Context: an optimization exercise on an open-source flow, tuned for small area. The choices shown serve that exercise and are no tape-out recipe.
No functional check of the RTL was part of this run.
No activity file was given, so power comes from the tool's default toggle rates.

==> flow/design.v <==
module ws_core (
    input  wire        clk,
    input  wire        rst,           
    input  wire        cmd_valid,
    input  wire [7:0]  cmd,
    output wire        cmd_ready,
    output wire [7:0]  status,
    output wire [31:0] t_out,
    output wire [31:0] h_out,
    output wire [31:0] p_out,
    output wire        bus_req,
    output wire        bus_we,
    output wire [7:0]  bus_addr,
    output wire [3:0]  bus_len,
    output wire [7:0]  bus_wdata,
    input  wire        bus_ack,
    input  wire        bus_fail,
    input  wire [63:0] bus_rdata
);
    localparam [4:0] O_IDLE = 5'd0, O_LD = 5'd1, O_ADD = 5'd2, O_SUB = 5'd3,
                     O_MUL = 5'd4, O_SRA = 5'd5, O_SRL = 5'd6, O_SHL = 5'd7,
                     O_ST = 5'd8, O_DIV = 5'd9, O_MVA = 5'd10, O_LDMB = 5'd11,
                     O_SKN = 5'd12, O_SKP = 5'd13, O_SKNZ = 5'd14, O_JMP = 5'd15,
                     O_BW = 5'd16, O_BR = 5'd17, O_BRAW = 5'd18, O_INS = 5'd19,
                     O_ENDI = 5'd20, O_ENDG = 5'd21, O_BRL = 5'd22, O_INSL = 5'd23;
    localparam [2:0] S_N = 3'd0, S_W = 3'd1, S_C = 3'd2, S_K = 3'd3,
                     S_R16 = 3'd4, S_R8 = 3'd5, S_RNL = 3'd6, S_RNH = 3'd7;
    reg  [7:0]  pc;
    reg         ph;
    reg  [4:0]  cnt;
    reg  [31:0] acc, ma, mb;
    reg         acc32;               
    reg  [31:0] w0, w1, w2, w3;      
    reg  [1:0]  wph;                 
    reg  [255:0] cr;                 
    reg  [3:0]  cph;                 
    reg         lc, rvalid, esticky;
    reg  [1:0]  err;
    wire busy = (pc != 8'd0);
    assign cmd_ready = !busy;
    assign status    = {2'b00, err, esticky, rvalid, lc, busy};
    assign t_out = w0;
    assign h_out = w1;
    assign p_out = w2;
    wire [15:0] rom_word;
    assign rom_word[0] = (pc == 8'd1) | (pc == 8'd6) | (pc == 8'd8) | (pc == 8'd9) | (pc == 8'd11) | (pc == 8'd12) | (pc == 8'd13) | (pc == 8'd16) | (pc == 8'd17) | (pc == 8'd20) | (pc == 8'd21) | (pc == 8'd22) | (pc == 8'd23) | (pc == 8'd24) | (pc == 8'd25) | (pc == 8'd31) | (pc == 8'd35) | (pc == 8'd36) | (pc == 8'd40) | (pc == 8'd42) | (pc == 8'd45) | (pc == 8'd46) | (pc == 8'd47) | (pc == 8'd51) | (pc == 8'd53) | (pc == 8'd54) | (pc == 8'd55) | (pc == 8'd57) | (pc == 8'd60) | (pc == 8'd61) | (pc == 8'd62) | (pc == 8'd63) | (pc == 8'd64) | (pc == 8'd67) | (pc == 8'd68) | (pc == 8'd70) | (pc == 8'd75) | (pc == 8'd77) | (pc == 8'd81) | (pc == 8'd82) | (pc == 8'd83) | (pc == 8'd84) | (pc == 8'd85) | (pc == 8'd86) | (pc == 8'd87) | (pc == 8'd89) | (pc == 8'd90) | (pc == 8'd91) | (pc == 8'd95) | (pc == 8'd99) | (pc == 8'd100) | (pc == 8'd102) | (pc == 8'd103) | (pc == 8'd105) | (pc == 8'd106) | (pc == 8'd107) | (pc == 8'd109) | (pc == 8'd111) | (pc == 8'd112) | (pc == 8'd113) | (pc == 8'd114) | (pc == 8'd115) | (pc == 8'd117) | (pc == 8'd120) | (pc == 8'd122) | (pc == 8'd123) | (pc == 8'd125) | (pc == 8'd129) | (pc == 8'd130) | (pc == 8'd132) | (pc == 8'd133) | (pc == 8'd134) | (pc == 8'd135) | (pc == 8'd136) | (pc == 8'd137) | (pc == 8'd139) | (pc == 8'd140) | (pc == 8'd142) | (pc == 8'd143) | (pc == 8'd146) | (pc == 8'd147) | (pc == 8'd153) | (pc == 8'd154) | (pc == 8'd155) | (pc == 8'd158) | (pc == 8'd162) | (pc == 8'd163) | (pc == 8'd164) | (pc == 8'd165) | (pc == 8'd166) | (pc == 8'd168) | (pc == 8'd172) | (pc == 8'd173) | (pc == 8'd174) | (pc == 8'd181);
    assign rom_word[1] = (pc == 8'd3) | (pc == 8'd8) | (pc == 8'd11) | (pc == 8'd12) | (pc == 8'd18) | (pc == 8'd24) | (pc == 8'd25) | (pc == 8'd28) | (pc == 8'd31) | (pc == 8'd35) | (pc == 8'd36) | (pc == 8'd38) | (pc == 8'd39) | (pc == 8'd40) | (pc == 8'd42) | (pc == 8'd46) | (pc == 8'd47) | (pc == 8'd49) | (pc == 8'd51) | (pc == 8'd52) | (pc == 8'd53) | (pc == 8'd55) | (pc == 8'd56) | (pc == 8'd57) | (pc == 8'd60) | (pc == 8'd61) | (pc == 8'd63) | (pc == 8'd68) | (pc == 8'd69) | (pc == 8'd70) | (pc == 8'd73) | (pc == 8'd74) | (pc == 8'd75) | (pc == 8'd76) | (pc == 8'd77) | (pc == 8'd80) | (pc == 8'd83) | (pc == 8'd84) | (pc == 8'd85) | (pc == 8'd86) | (pc == 8'd89) | (pc == 8'd91) | (pc == 8'd97) | (pc == 8'd104) | (pc == 8'd105) | (pc == 8'd106) | (pc == 8'd107) | (pc == 8'd109) | (pc == 8'd113) | (pc == 8'd115) | (pc == 8'd116) | (pc == 8'd117) | (pc == 8'd118) | (pc == 8'd120) | (pc == 8'd122) | (pc == 8'd123) | (pc == 8'd124) | (pc == 8'd125) | (pc == 8'd126) | (pc == 8'd127) | (pc == 8'd131) | (pc == 8'd132) | (pc == 8'd133) | (pc == 8'd136) | (pc == 8'd137) | (pc == 8'd143) | (pc == 8'd144) | (pc == 8'd145) | (pc == 8'd146) | (pc == 8'd147) | (pc == 8'd151) | (pc == 8'd154) | (pc == 8'd155) | (pc == 8'd157) | (pc == 8'd158) | (pc == 8'd161) | (pc == 8'd162) | (pc == 8'd163) | (pc == 8'd164) | (pc == 8'd166) | (pc == 8'd168) | (pc == 8'd169) | (pc == 8'd170) | (pc == 8'd171) | (pc == 8'd173) | (pc == 8'd176) | (pc == 8'd177) | (pc == 8'd179) | (pc == 8'd181);
    assign rom_word[2] = (pc == 8'd1) | (pc == 8'd2) | (pc == 8'd14) | (pc == 8'd16) | (pc == 8'd18) | (pc == 8'd22) | (pc == 8'd25) | (pc == 8'd30) | (pc == 8'd31) | (pc == 8'd33) | (pc == 8'd34) | (pc == 8'd37) | (pc == 8'd38) | (pc == 8'd39) | (pc == 8'd43) | (pc == 8'd44) | (pc == 8'd45) | (pc == 8'd50) | (pc == 8'd52) | (pc == 8'd56) | (pc == 8'd63) | (pc == 8'd79) | (pc == 8'd80) | (pc == 8'd83) | (pc == 8'd86) | (pc == 8'd88) | (pc == 8'd92) | (pc == 8'd103) | (pc == 8'd108) | (pc == 8'd112) | (pc == 8'd121) | (pc == 8'd126) | (pc == 8'd130) | (pc == 8'd134) | (pc == 8'd140) | (pc == 8'd146) | (pc == 8'd147) | (pc == 8'd158) | (pc == 8'd165) | (pc == 8'd166) | (pc == 8'd167) | (pc == 8'd171) | (pc == 8'd172) | (pc == 8'd174) | (pc == 8'd175) | (pc == 8'd181);
    assign rom_word[3] = (pc == 8'd7) | (pc == 8'd19) | (pc == 8'd26) | (pc == 8'd37) | (pc == 8'd39) | (pc == 8'd46) | (pc == 8'd56) | (pc == 8'd63) | (pc == 8'd68) | (pc == 8'd74) | (pc == 8'd76) | (pc == 8'd80) | (pc == 8'd83) | (pc == 8'd92) | (pc == 8'd95) | (pc == 8'd97) | (pc == 8'd99) | (pc == 8'd107) | (pc == 8'd108) | (pc == 8'd113) | (pc == 8'd118) | (pc == 8'd121) | (pc == 8'd123) | (pc == 8'd134) | (pc == 8'd135) | (pc == 8'd141) | (pc == 8'd147) | (pc == 8'd158) | (pc == 8'd159) | (pc == 8'd165) | (pc == 8'd166) | (pc == 8'd167) | (pc == 8'd171) | (pc == 8'd172) | (pc == 8'd174) | (pc == 8'd182);
    assign rom_word[4] = (pc == 8'd1) | (pc == 8'd2) | (pc == 8'd3) | (pc == 8'd30) | (pc == 8'd31) | (pc == 8'd34) | (pc == 8'd43) | (pc == 8'd44) | (pc == 8'd51) | (pc == 8'd87) | (pc == 8'd119) | (pc == 8'd144) | (pc == 8'd146) | (pc == 8'd158);
    assign rom_word[5] = (pc == 8'd1) | (pc == 8'd2) | (pc == 8'd3) | (pc == 8'd6) | (pc == 8'd9) | (pc == 8'd11) | (pc == 8'd14) | (pc == 8'd16) | (pc == 8'd18) | (pc == 8'd22) | (pc == 8'd25) | (pc == 8'd30) | (pc == 8'd31) | (pc == 8'd49) | (pc == 8'd60) | (pc == 8'd67) | (pc == 8'd87);
    assign rom_word[6] = (pc == 8'd1) | (pc == 8'd2) | (pc == 8'd3) | (pc == 8'd9) | (pc == 8'd11) | (pc == 8'd14) | (pc == 8'd16) | (pc == 8'd18) | (pc == 8'd22) | (pc == 8'd25) | (pc == 8'd30) | (pc == 8'd31) | (pc == 8'd51) | (pc == 8'd60) | (pc == 8'd73);
    assign rom_word[7] = (pc == 8'd1) | (pc == 8'd2) | (pc == 8'd3) | (pc == 8'd6) | (pc == 8'd9) | (pc == 8'd11) | (pc == 8'd14) | (pc == 8'd16) | (pc == 8'd18) | (pc == 8'd22) | (pc == 8'd25) | (pc == 8'd30) | (pc == 8'd31);
    assign rom_word[8] = (pc == 8'd6) | (pc == 8'd11) | (pc == 8'd12) | (pc == 8'd14) | (pc == 8'd18) | (pc == 8'd20) | (pc == 8'd22) | (pc == 8'd23) | (pc == 8'd25) | (pc == 8'd27) | (pc == 8'd32) | (pc == 8'd36) | (pc == 8'd41) | (pc == 8'd47) | (pc == 8'd54) | (pc == 8'd55) | (pc == 8'd58) | (pc == 8'd59) | (pc == 8'd61) | (pc == 8'd62) | (pc == 8'd65) | (pc == 8'd66) | (pc == 8'd69) | (pc == 8'd71) | (pc == 8'd72) | (pc == 8'd75) | (pc == 8'd77) | (pc == 8'd79) | (pc == 8'd81) | (pc == 8'd85) | (pc == 8'd90) | (pc == 8'd91) | (pc == 8'd95) | (pc == 8'd97) | (pc == 8'd99) | (pc == 8'd101) | (pc == 8'd103) | (pc == 8'd106) | (pc == 8'd110) | (pc == 8'd112) | (pc == 8'd115) | (pc == 8'd120) | (pc == 8'd123) | (pc == 8'd124) | (pc == 8'd125) | (pc == 8'd126) | (pc == 8'd128) | (pc == 8'd130) | (pc == 8'd133) | (pc == 8'd138) | (pc == 8'd140) | (pc == 8'd143) | (pc == 8'd145) | (pc == 8'd151) | (pc == 8'd155) | (pc == 8'd157) | (pc == 8'd159) | (pc == 8'd164) | (pc == 8'd169) | (pc == 8'd173) | (pc == 8'd176) | (pc == 8'd178) | (pc == 8'd180) | (pc == 8'd181);
    assign rom_word[9] = (pc == 8'd16) | (pc == 8'd22) | (pc == 8'd34) | (pc == 8'd38) | (pc == 8'd43) | (pc == 8'd44) | (pc == 8'd45) | (pc == 8'd49) | (pc == 8'd51) | (pc == 8'd58) | (pc == 8'd60) | (pc == 8'd62) | (pc == 8'd66) | (pc == 8'd67) | (pc == 8'd69) | (pc == 8'd72) | (pc == 8'd73) | (pc == 8'd77) | (pc == 8'd78) | (pc == 8'd79) | (pc == 8'd87) | (pc == 8'd95) | (pc == 8'd97) | (pc == 8'd99) | (pc == 8'd103) | (pc == 8'd108) | (pc == 8'd112) | (pc == 8'd113) | (pc == 8'd118) | (pc == 8'd123) | (pc == 8'd126) | (pc == 8'd130) | (pc == 8'd135) | (pc == 8'd140) | (pc == 8'd141) | (pc == 8'd145) | (pc == 8'd146) | (pc == 8'd159) | (pc == 8'd166) | (pc == 8'd171) | (pc == 8'd174) | (pc == 8'd181);
    assign rom_word[10] = (pc == 8'd6) | (pc == 8'd9) | (pc == 8'd11) | (pc == 8'd14) | (pc == 8'd16) | (pc == 8'd18) | (pc == 8'd22) | (pc == 8'd25);
    assign rom_word[11] = (pc == 8'd5) | (pc == 8'd6) | (pc == 8'd7) | (pc == 8'd9) | (pc == 8'd10) | (pc == 8'd11) | (pc == 8'd13) | (pc == 8'd14) | (pc == 8'd16) | (pc == 8'd18) | (pc == 8'd19) | (pc == 8'd22) | (pc == 8'd24) | (pc == 8'd25) | (pc == 8'd26) | (pc == 8'd28) | (pc == 8'd32) | (pc == 8'd33) | (pc == 8'd34) | (pc == 8'd37) | (pc == 8'd39) | (pc == 8'd41) | (pc == 8'd42) | (pc == 8'd43) | (pc == 8'd44) | (pc == 8'd46) | (pc == 8'd49) | (pc == 8'd50) | (pc == 8'd52) | (pc == 8'd54) | (pc == 8'd55) | (pc == 8'd56) | (pc == 8'd58) | (pc == 8'd59) | (pc == 8'd63) | (pc == 8'd65) | (pc == 8'd66) | (pc == 8'd68) | (pc == 8'd71) | (pc == 8'd72) | (pc == 8'd74) | (pc == 8'd76) | (pc == 8'd80) | (pc == 8'd83) | (pc == 8'd86) | (pc == 8'd88) | (pc == 8'd90) | (pc == 8'd91) | (pc == 8'd92) | (pc == 8'd93) | (pc == 8'd94) | (pc == 8'd95) | (pc == 8'd97) | (pc == 8'd98) | (pc == 8'd101) | (pc == 8'd102) | (pc == 8'd103) | (pc == 8'd104) | (pc == 8'd107) | (pc == 8'd110) | (pc == 8'd111) | (pc == 8'd112) | (pc == 8'd114) | (pc == 8'd116) | (pc == 8'd118) | (pc == 8'd119) | (pc == 8'd121) | (pc == 8'd123) | (pc == 8'd124) | (pc == 8'd125) | (pc == 8'd128) | (pc == 8'd129) | (pc == 8'd130) | (pc == 8'd131) | (pc == 8'd134) | (pc == 8'd136) | (pc == 8'd138) | (pc == 8'd139) | (pc == 8'd140) | (pc == 8'd142) | (pc == 8'd144) | (pc == 8'd147) | (pc == 8'd149) | (pc == 8'd151) | (pc == 8'd153) | (pc == 8'd155) | (pc == 8'd156) | (pc == 8'd157) | (pc == 8'd167) | (pc == 8'd169) | (pc == 8'd172) | (pc == 8'd175) | (pc == 8'd178) | (pc == 8'd179) | (pc == 8'd182) | (pc == 8'd184);
    assign rom_word[12] = (pc == 8'd4) | (pc == 8'd5) | (pc == 8'd7) | (pc == 8'd10) | (pc == 8'd12) | (pc == 8'd13) | (pc == 8'd19) | (pc == 8'd20) | (pc == 8'd23) | (pc == 8'd24) | (pc == 8'd26) | (pc == 8'd27) | (pc == 8'd28) | (pc == 8'd31) | (pc == 8'd34) | (pc == 8'd43) | (pc == 8'd44) | (pc == 8'd47) | (pc == 8'd50) | (pc == 8'd51) | (pc == 8'd52) | (pc == 8'd55) | (pc == 8'd56) | (pc == 8'd59) | (pc == 8'd61) | (pc == 8'd62) | (pc == 8'd66) | (pc == 8'd69) | (pc == 8'd72) | (pc == 8'd77) | (pc == 8'd79) | (pc == 8'd91) | (pc == 8'd95) | (pc == 8'd99) | (pc == 8'd103) | (pc == 8'd112) | (pc == 8'd114) | (pc == 8'd115) | (pc == 8'd119) | (pc == 8'd120) | (pc == 8'd124) | (pc == 8'd125) | (pc == 8'd130) | (pc == 8'd140) | (pc == 8'd143) | (pc == 8'd145) | (pc == 8'd148) | (pc == 8'd149) | (pc == 8'd150) | (pc == 8'd153) | (pc == 8'd155) | (pc == 8'd158) | (pc == 8'd159) | (pc == 8'd162) | (pc == 8'd165) | (pc == 8'd170) | (pc == 8'd173) | (pc == 8'd174) | (pc == 8'd176) | (pc == 8'd179) | (pc == 8'd180) | (pc == 8'd181);
    assign rom_word[13] = (pc == 8'd4) | (pc == 8'd5) | (pc == 8'd7) | (pc == 8'd19) | (pc == 8'd26) | (pc == 8'd29) | (pc == 8'd33) | (pc == 8'd36) | (pc == 8'd37) | (pc == 8'd38) | (pc == 8'd39) | (pc == 8'd42) | (pc == 8'd45) | (pc == 8'd46) | (pc == 8'd50) | (pc == 8'd52) | (pc == 8'd56) | (pc == 8'd60) | (pc == 8'd63) | (pc == 8'd67) | (pc == 8'd68) | (pc == 8'd73) | (pc == 8'd74) | (pc == 8'd75) | (pc == 8'd76) | (pc == 8'd78) | (pc == 8'd80) | (pc == 8'd81) | (pc == 8'd83) | (pc == 8'd85) | (pc == 8'd86) | (pc == 8'd87) | (pc == 8'd88) | (pc == 8'd92) | (pc == 8'd93) | (pc == 8'd96) | (pc == 8'd98) | (pc == 8'd102) | (pc == 8'd104) | (pc == 8'd106) | (pc == 8'd107) | (pc == 8'd108) | (pc == 8'd111) | (pc == 8'd113) | (pc == 8'd114) | (pc == 8'd116) | (pc == 8'd119) | (pc == 8'd121) | (pc == 8'd126) | (pc == 8'd129) | (pc == 8'd131) | (pc == 8'd133) | (pc == 8'd134) | (pc == 8'd135) | (pc == 8'd136) | (pc == 8'd139) | (pc == 8'd141) | (pc == 8'd142) | (pc == 8'd144) | (pc == 8'd146) | (pc == 8'd147) | (pc == 8'd148) | (pc == 8'd149) | (pc == 8'd152) | (pc == 8'd153) | (pc == 8'd158) | (pc == 8'd160) | (pc == 8'd162) | (pc == 8'd164) | (pc == 8'd165) | (pc == 8'd166) | (pc == 8'd167) | (pc == 8'd170) | (pc == 8'd171) | (pc == 8'd172) | (pc == 8'd175) | (pc == 8'd179) | (pc == 8'd182) | (pc == 8'd184);
    assign rom_word[14] = (pc == 8'd8) | (pc == 8'd15) | (pc == 8'd17) | (pc == 8'd21) | (pc == 8'd35) | (pc == 8'd40) | (pc == 8'd48) | (pc == 8'd53) | (pc == 8'd57) | (pc == 8'd64) | (pc == 8'd70) | (pc == 8'd82) | (pc == 8'd84) | (pc == 8'd89) | (pc == 8'd93) | (pc == 8'd96) | (pc == 8'd98) | (pc == 8'd100) | (pc == 8'd105) | (pc == 8'd109) | (pc == 8'd117) | (pc == 8'd122) | (pc == 8'd127) | (pc == 8'd132) | (pc == 8'd137) | (pc == 8'd148) | (pc == 8'd149) | (pc == 8'd150) | (pc == 8'd152) | (pc == 8'd154) | (pc == 8'd155) | (pc == 8'd156) | (pc == 8'd161) | (pc == 8'd163) | (pc == 8'd168) | (pc == 8'd177) | (pc == 8'd183);
    assign rom_word[15] = (pc == 8'd1) | (pc == 8'd2) | (pc == 8'd3) | (pc == 8'd4) | (pc == 8'd5) | (pc == 8'd6) | (pc == 8'd9) | (pc == 8'd10) | (pc == 8'd11) | (pc == 8'd13) | (pc == 8'd14) | (pc == 8'd16) | (pc == 8'd18) | (pc == 8'd22) | (pc == 8'd24) | (pc == 8'd25) | (pc == 8'd28) | (pc == 8'd29) | (pc == 8'd30) | (pc == 8'd31) | (pc == 8'd184);
    wire [4:0] op;
    wire [2:0] sk;
    wire [7:0] arg;
    assign {op, sk, arg} = rom_word;
    wire is_brl = (op == O_BRL);
    assign bus_req   = (op == O_BW) || (op == O_BR) || ((op == O_BRAW) && w0ph) || is_brl;
    assign bus_we    = (op == O_BW);
    assign bus_addr  = is_brl ? {3'b100, cnt[3:0], 1'b0} : arg;
    assign bus_len   = (op == O_BRAW) ? 4'd8 : (is_brl || sk == S_R16) ? 4'd2 : 4'd1;
    wire a00 = (arg[1:0] == 2'b00);
    assign bus_wdata = {2'b00, a00, arg[1:0] == 2'b01, 1'b0, a00, 1'b0,
                        arg[1:0] == 2'b10 || (a00 && lc)};
    wire slot_ok  = (cph == arg[3:0]);
    wire wslot_ok = (wph == arg[1:0]);
    wire [15:0] cw = cr[255:240];
    wire        step = ph && ((op == O_MUL) || (op == O_DIV));
    reg  [31:0] xk, xc, x;
    always @(*) begin
        case (arg[3:0])
            4'd0: xk = 32'd76800;
            4'd1: xk = 32'd16384;
            4'd2: xk = 32'd32768;
            4'd3: xk = 32'd2097152;
            4'd4: xk = 32'd8192;
            4'd5: xk = 32'd64000;
            4'd6: xk = 32'd3125;
            4'd7: xk = 32'd128;
            4'd8: xk = 32'd1;
            4'd9: xk = 32'd102401;
            4'd10: xk = 32'd102400;
            4'd11: xk = 32'd1048576;
            default: xk = 32'd0;
        endcase
        case (arg[6:4])
            3'd0: xc = {{16{cw[15]}}, cw};
            3'd1: xc = {16'd0, cw};
            3'd2: xc = {24'd0, cw[7:0]};
            3'd3: xc = {24'd0, cw[15:8]};
            3'd4: xc = {{24{cw[15]}}, cw[15:8]};
            3'd5: xc = {28'd0, cw[3:0]};
            default: xc = {20'd0, cw[15:4]};
        endcase
        if (step)
            x = (op == O_DIV || mb[31]) ? ma : 32'd0;
        else if (is_brl)
            x = {16'd0, bus_rdata[15:0]};
        else case (sk)
            S_W:   x = wslot_ok ? w0 : 32'd0;
            S_C:   x = slot_ok ? xc : 32'd0;
            S_K:   x = xk;
            S_R16: x = {16'd0, bus_rdata[15:0]};
            S_R8:  x = {24'd0, bus_rdata[7:0]};
            S_RNL: x = {28'd0, bus_rdata[3:0]};
            S_RNH: x = {24'd0, bus_rdata[7:4], 4'd0};
            default: x = 32'd0;
        endcase
    end
    wire ready    = (sk == S_C) ? slot_ok : (sk == S_W) ? wslot_ok : 1'b1;
    wire at_end   = (op == O_ENDI) || (op == O_ENDG) || (op == O_BRAW);
    wire w0ph     = (wph == 2'd0);
    wire        is_div = (op == O_DIV);
    wire        shl_a  = step || (ph && op == O_SHL);
    wire        shr_a  = ph && ((op == O_SRA) || (op == O_SRL));
    wire        zero_a = (op == O_LD) || (op == O_BR) || is_brl || (is_div && !ph);
    wire        inv    = (op == O_SUB) || (step && is_div && !acc32);
    wire [31:0] a_in   = zero_a ? 32'd0 :
                         shl_a  ? {acc[30:0], is_div & mb[31]} :
                         shr_a  ? {(op == O_SRA) & acc[31], acc[31:1]} : acc;
    wire [32:0] sum    = {1'b0, a_in} + {1'b0, x ^ {32{inv}}} + {32'd0, inv};
    wire        rsign  = acc[31] ^ inv ^ sum[32];      
    wire st_now = (op == O_ST) && wslot_ok;
    wire rot    = busy && !(at_end && w0ph);
    always @(posedge clk) begin
        if (rst)
            wph <= 2'd0;
        else if (rot)
            wph <= wph + 2'd1;
        if (rot) begin
            w0 <= w1;
            w1 <= w2;
            w2 <= w3;
            w3 <= st_now ? acc : w0;
        end else if (op == O_BRAW && bus_req && bus_ack) begin
            w0 <= {12'd0, bus_rdata[31:24], bus_rdata[39:32], bus_rdata[47:44]};
            w1 <= {16'd0, bus_rdata[55:48], bus_rdata[63:56]};
            w2 <= {12'd0, bus_rdata[7:0], bus_rdata[15:8], bus_rdata[23:20]};
        end
    end
    wire ins_slot = (op == O_INSL) ? (cph == cnt[3:0]) : slot_ok;
    wire ins_now  = busy && ins_slot && (op == O_INS || op == O_INSL);
    always @(posedge clk) begin
        cr  <= {cr[239:0], ins_now ? acc[15:0] : cw};
        cph <= rst ? 4'd0 : cph + 4'd1;
    end
    always @(posedge clk)
        acc <= sum[31:0];
    wire        last = (cnt == 5'd0);
    always @(posedge clk) begin
        if (rst) begin
            pc      <= 8'd0;
            ph      <= 1'b0;
            lc      <= 1'b0;
            rvalid  <= 1'b0;
            esticky <= 1'b0;
            err     <= 2'd0;
        end else if (!busy) begin
            ph  <= 1'b0;
            cnt <= 5'd4;
            if (cmd_valid) begin
                if (cmd == 8'h01 && !lc) begin
                    pc <= 8'd1;
                end else if (cmd == 8'h02 && lc) begin
                    pc     <= 8'd30;
                    rvalid <= 1'b0;
                end else if (cmd == 8'h01 || cmd == 8'h02) begin
                    err     <= 2'd2;
                    esticky <= 1'b1;
                end else begin
                    err     <= 2'd1;
                    esticky <= 1'b1;
                end
            end
        end else begin
            case (op)
                O_LD, O_ADD, O_SUB: if (ready) pc <= pc + 8'd1;
                O_MUL, O_DIV, O_SRA, O_SRL, O_SHL: begin
                    if (!ph) begin
                        if (ready) begin
                            if (op == O_MUL) begin
                                ma <= acc;
                                if (sk != S_N) mb <= x;
                            end
                            if (is_div) acc32 <= 1'b0;
                            cnt <= (op == O_MUL || is_div) ? 5'd31 : arg[4:0] - 5'd1;
                            ph  <= 1'b1;
                        end
                    end else begin
                        if (step) mb <= {mb[30:0], !rsign};
                        acc32 <= rsign;
                        cnt <= cnt - 5'd1;
                        if (last) begin
                            ph <= 1'b0;
                            pc <= pc + 8'd1;
                        end
                    end
                end
                O_ST: if (wslot_ok) pc <= pc + 8'd1;
                O_MVA:  begin ma <= acc; pc <= pc + 8'd1; end
                O_LDMB: if (ready) begin mb <= x; pc <= pc + 8'd1; end
                O_SKN:  pc <= pc + (acc[31] ? 8'd2 : 8'd1);
                O_SKP:  pc <= pc + (acc[31] ? 8'd1 : 8'd2);
                O_SKNZ: pc <= pc + ((acc != 32'd0) ? 8'd2 : 8'd1);
                O_JMP:  pc <= 8'd177;
                O_INS:  if (slot_ok) pc <= pc + 8'd1;
                O_INSL: if (ins_slot) begin
                    cnt <= cnt + 5'd1;
                    pc  <= (cnt[3:0] == 4'd15) ? pc + 8'd1 : pc - 8'd1;
                end
                O_BW, O_BR, O_BRAW, O_BRL: if (bus_req && bus_ack) begin
                    if (bus_fail) begin
                        err     <= 2'd3;
                        esticky <= 1'b1;
                        pc      <= 8'd0;
                    end else begin
                        pc <= pc + 8'd1;
                    end
                end
                O_ENDI: if (w0ph) begin
                    lc  <= 1'b1;
                    err <= 2'd0;
                    pc  <= 8'd0;
                end
                O_ENDG: if (w0ph) begin
                    rvalid <= 1'b1;
                    err    <= 2'd0;
                    pc     <= 8'd0;
                end
                default: pc <= 8'd0;
            endcase
        end
    end
endmodule
==> flow/flow/run.sh <==
#!/bin/bash
# Own layout flow: the standard flow, with
#  - the combinational logic of the synthesis mapped again by ABC with an
#    area-oriented script (flow/better.script) and without the full-adder
#    extraction; the registers are those of the standard synthesis (the flow
#    checks their names and cell types and falls back to the standard
#    netlist if they differ);
#  - smaller port buffers and a clock tree of smaller buffers.
# Every tool's output goes to a log file of its own in this folder.
set -uo pipefail
W=$(pwd)
RES=$W/orfs/results/${FLOW_PLATFORM}/ws_core/base
LOGS=$W/logs_own
mkdir -p $LOGS

# 1. standard synthesis
bash standard.sh synth > $LOGS/1_standard_synth.log 2>&1 || exit 1

# 2. the same synthesis with another ABC script, in a work folder of its own
sed "s|log_cmd abc {\*}\$abc_args|log_cmd abc {*}[lreplace \$abc_args 1 1 $W/flow/better.script]|" \
    $FLOW_HOME/scripts/synth.tcl > $W/flow_synth_orfs.tcl
sed "s|source \$::env(SCRIPTS_DIR)/synth.tcl|source $W/flow_synth_orfs.tcl|" \
    $W/synth_recipe.tcl > $W/flow_synth.tcl
SYN=$W/orfs_own
make -C $FLOW_HOME DESIGN_CONFIG=$W/config.mk WORK_HOME=$SYN CLKGATE_MAP_FILE= \
    SYNTH_SCRIPT=$W/flow_synth.tcl ADDER_MAP_FILE= \
    $SYN/results/${FLOW_PLATFORM}/ws_core/base/1_2_yosys.v > $LOGS/2_own_synth.log 2>&1
OWN=$SYN/results/${FLOW_PLATFORM}/ws_core/base/1_2_yosys.v

# 3. keep it only if its registers are the standard synthesis's
regs() { python3 $W/flow/regs.py "$1"; }
if [[ -s $OWN ]] && regs $RES/1_2_yosys.v > $LOGS/regs_std.txt && regs $OWN > $LOGS/regs_own.txt \
   && cmp -s $LOGS/regs_std.txt $LOGS/regs_own.txt; then
    echo "own synthesis kept" > $LOGS/3_choice.log
    cp $OWN $RES/1_2_yosys.v
    rm -f $RES/1_synth.odb $RES/1_synth.sdc
else
    echo "standard synthesis kept" > $LOGS/3_choice.log
fi

# 4. the rest of the standard flow
bash standard.sh \
    "BUFFER_PORTS_ARGS=-buffer_cell sky130_fd_sc_hd__buf_1" \
    "CTS_ARGS=-sink_clustering_enable -repair_clock_nets -buf_list sky130_fd_sc_hd__clkbuf_16 -dont_use_dummy_load -sink_clustering_size 30 -sink_clustering_max_diameter 80" \
    finish > $LOGS/4_standard_finish.log 2>&1 || exit 1
==> flow/flow/better.script <==
strash
&get -n
&deepsyn -T 40
&put
&get -n
&dch -f
&nf -R 1000
&put
==> flow/flow/regs.py <==
#!/usr/bin/env python3
"""List the flip-flop instances of a mapped netlist: cell type (without drive) and name."""
import re, sys
txt = open(sys.argv[1]).read()
regs = []
for m in re.finditer(r'^\s*(sky130_fd_sc_hd__\w+)\s+(\S+)\s*\(', txt, re.M):
    cell, name = m.groups()
    if re.match(r'sky130_fd_sc_hd__(s?e?df|dl|sdl)', cell):
        regs.append(re.sub(r'_\d+$', '', cell) + ' ' + name)
if not regs:
    sys.exit(1)
print('\n'.join(sorted(regs)))
==> flow/standard.sh <==
#!/bin/bash
# synth_recipe.tcl (not shown) runs the flow's synth.tcl, then flattens the netlist and writes it again
# the make line also repeats each setting of config.mk as NAME=value (left out here)
make -C /OpenROAD-flow-scripts/flow DESIGN_CONFIG=/design/flow/config.mk WORK_HOME=/design/flow/orfs CLKGATE_MAP_FILE= SYNTH_SCRIPT=/design/flow/synth_recipe.tcl "${@:-finish}"
==> flow/config.mk <==
export PLATFORM = sky130hd
export DESIGN_NAME = ws_core
export DESIGN_NICKNAME = ws_core
export VERILOG_FILES = /design/flow/design.v
export SDC_FILE = /design/flow/constraint.sdc
export NUM_CORES = 4
export LEC_CHECK = 0
export ABC_AREA = 1
export CAP_MARGIN = 10
export CORE_MARGIN = 2
export CORE_UTILIZATION = 50
export PLACE_DENSITY = 0.6
export SLEW_MARGIN = 10
export SYNTH_MEMORY_MAX_BITS = 65536
==> flow/constraint.sdc <==
create_clock -name core_clock -period 60.0 [get_ports {clk}]
set_input_delay 12.0000 -clock core_clock [delete_from_list [all_inputs] [get_ports {clk}]]
set_output_delay 12.0000 -clock core_clock [all_outputs]
set_load 0.01 [all_outputs]
==> run summary <==
final cells by class:
class	count	area, µm²	area share (%)
Clock buffer	23	576	2.64
Inverter	23	86.3	0.395
Multi-Input combinational cell	1138	7390	33.8
Sequential cell	506	12100	55.5
Tap cell	518	648	2.97
Timing Repair Buffer	230	1020	4.68
sequential cells by signal, indices dropped and copies added, names as in the netlist, 2 cells and up:
register,count
w1,32
mb,32
cph,4
w2,32
err,2
pc,8
cnt,5
w0,32
acc,32
wph,2
cr,256
w3,32
ma,32
metal layers:
metal | vias to the layer above | global-route usage, %
li1 | 6679 | -
met1 | 7408 | 41.4
met2 | 768 | 47.3
met3 | 204 | 4.69
met4 | 0 | 16.0
met5 | - | 0
per-stage QoR:
step	power [mW]	setup WS [ns]	instance area [µm²]
final	1.16	34.88	21800
after global routing	1.22	34.31	21800
after global placement	0.985	34.56	21300
after detailed placement	0.997	34.43	21300
after CTS	1.16	34.95	21800
after floorplan	0.836	35.46	19600
worst paths after layout:
kind | endpoint | depth (start not counted) | from | slack [ns]
worst max-delay path | mb[0] | 44 | bus_rdata[0] | 34.88
worst min-delay path | cr[159] | 0 | cr[143] | 0.29
worst max register to register | mb[0] | 59 | pc[1] | 39.92
worst min register to register | cr[159] | 0 | cr[143] | 0.29
power breakdown:
group / internal [mW] / switching (mW) / total [mW]
clock: 0.0689 / 0.0997 / 0.169
combinational: 0.150 / 0.309 / 0.459
sequential: 0.478 / 0.0549 / 0.533
total: 0.697 / 0.464 / 1.16
==> impl_results.md <==
- Result of the run: timing/DRC/antenna clean
- Avg Synthesized Cell Area: 11.7 µm²
- Total CTS buffers: 23
- Slew HR: 14.4%
- Total inserted antenna cells: 0
- Number of antenna violations at the first check in global routing: 0
- Critical Path Most Common Cell: sky130_fd_sc_hd__maj3_1
- Unrepaired setup endpoints after global routing: false
- Hold buffer count at cts: 0
- Fillers: 3,326
- Core Footprint: 38,600 µm²
- Worst-margin pin slew: 1.27 ns
- Width of the die: 202 µm
- Area enclosed by the die boundary: 40,700 µm²
- Number of global-route vias before repair: 14,800
- Endpoints failing hold: 0
- Most frequent standard cell in the layout excluding fill and tap cells: sky130_fd_sc_hd__dfxtp_1
- Critical setup path kind: input port to flop
- Setup repair bufs after CTS: 0
- Top layer in use: met4
- Path class of the lowest-slack min-delay path: flop to flop
- Detailed-routing wirelength on met1: 26,600 µm
- Area of the mapped netlist: 19,600 µm²
- Achievable frequency: 0.0398 GHz
- Number of pins with negative max-slew slack in the final report: 0
- Final Net Count: 1,999
- Via density per instance: 6.18
- Gr ovfl total: 0
- CTS Buffer Depth: 3
- Non-filler cells in the finished layout: 2,438
- Clock-pin slew on the worst setup and hold paths: 0.11 ns
- Initial cell density of the core: 50.6%
- Worst Hold Margin: 0.292 ns
- Setup TNS: 0 ns
- Worst-skew pair later-pin latency: 0.57 ns
- Wire length reported by the detailed router: 62,800 µm
- Post-detailed-route count of antenna-violating nets: 0
- Largest voltage drop on the vdd net: 0.0000604 V
- Max-cap viol count: 0
- Number of vias in the routed layout: 15,100
- Wire length of the first global-routing pass: 93,500 µm
- Total global routing track utilization: 30.4%
- Largest stage delay on the critical path: 0.44 ns
- Endpoints failing setup: 0
- Tcrit/Tclk final: 41.9%
- Crit path max-delay family: adder cells
- Crit path arrival time: 25.56 ns
- # IOs: 204
- Worst-case clock skew: 0.0750 ns
- Root buffer selected by CTS: sky130_fd_sc_hd__clkbuf_16
- Nature of the critical path startpoint: input port
- Length of the first detailed-routing pass in iterations: 6
- Met2 WL: 27,900 µm
- Drt wl/cell: 25.8 µm
- Biggest fanout along the worst timing path: 4
- DR DRC count: 0
- Gate count after technology mapping: 1,674
- Worst EP required: 60.43 ns
- Leakage power: 7.72 nW
- Fraction of layout cells with a size suffix above 1: 4.17%
- Number of placement rows: 72
- Dpl cells: 2,415
- Initial drt markers: 1,474
- Final standard cell utilization of the core: 56.5%
- Detailed-routed wire length on met3: 4650 µm
- CTS H-Tree Depth: 1
- Area grow syn2layout: 11.6%
- Post-cts gate resize count: 0
- CP max stage cell: sky130_fd_sc_hd__maj3_1
- Maximum number of pins on one net before global-route repair: 73
- Count of buffering cells on the critical path with inverters included: 1
- Sink count of the clock tree: 506
- Period minus WS final: 25.12 ns
- Gpl congestion: 1.01
- TritonCTS clock tree: yes
- Most frequent cells in the layout: sky130_fd_sc_hd__dfxtp_1 (308), sky130_fd_sc_hd__edfxtp_1 (198), sky130_fd_sc_hd__buf_1 (188), sky130_fd_sc_hd__nand2_1 (155), sky130_fd_sc_hd__nor2_1 (153)
- Synthesis Warnings: 1
- Total power per unit cell area: 53.2 nW/µm²
- Endpoint kind of the worst setup timing path: flop
- Number of port buffers: 188
- Post-DP HPWL: 44,700 µm
- Floorplan die height: 202 µm

-- afterwards: timing with drivers on the ports --
The flow's constraints put no driver on any port. The routed layout listed below was extracted and timed again, unchanged, in two steps.
Step 1 (the two cells are an assumption about what drives the block):
set clk [get_ports {clk}]
set_driving_cell -lib_cell sky130_fd_sc_hd__clkbuf_16 $clk
set_driving_cell -lib_cell sky130_fd_sc_hd__buf_2 [delete_from_list [all_inputs] $clk]
Step 2 moves the port delays by t, midway between the first and last clock arrival at a register: inputs arrive t later, outputs are due t later. That takes back most of the time a late clock gives input paths.
Slacks: no drivers / after step 1 / after step 2; pairs: no drivers / after step 1.
t (ns): 0.596
setup slack, ns: 34.877 / 34.914 / 34.319
hold slack, ns: 0.292 / 0.292 / 0.292
After both steps this run still meets setup and hold. For this run, drivers alone change the setup slack by +0.037 ns; drivers and shift together by -0.558 ns.
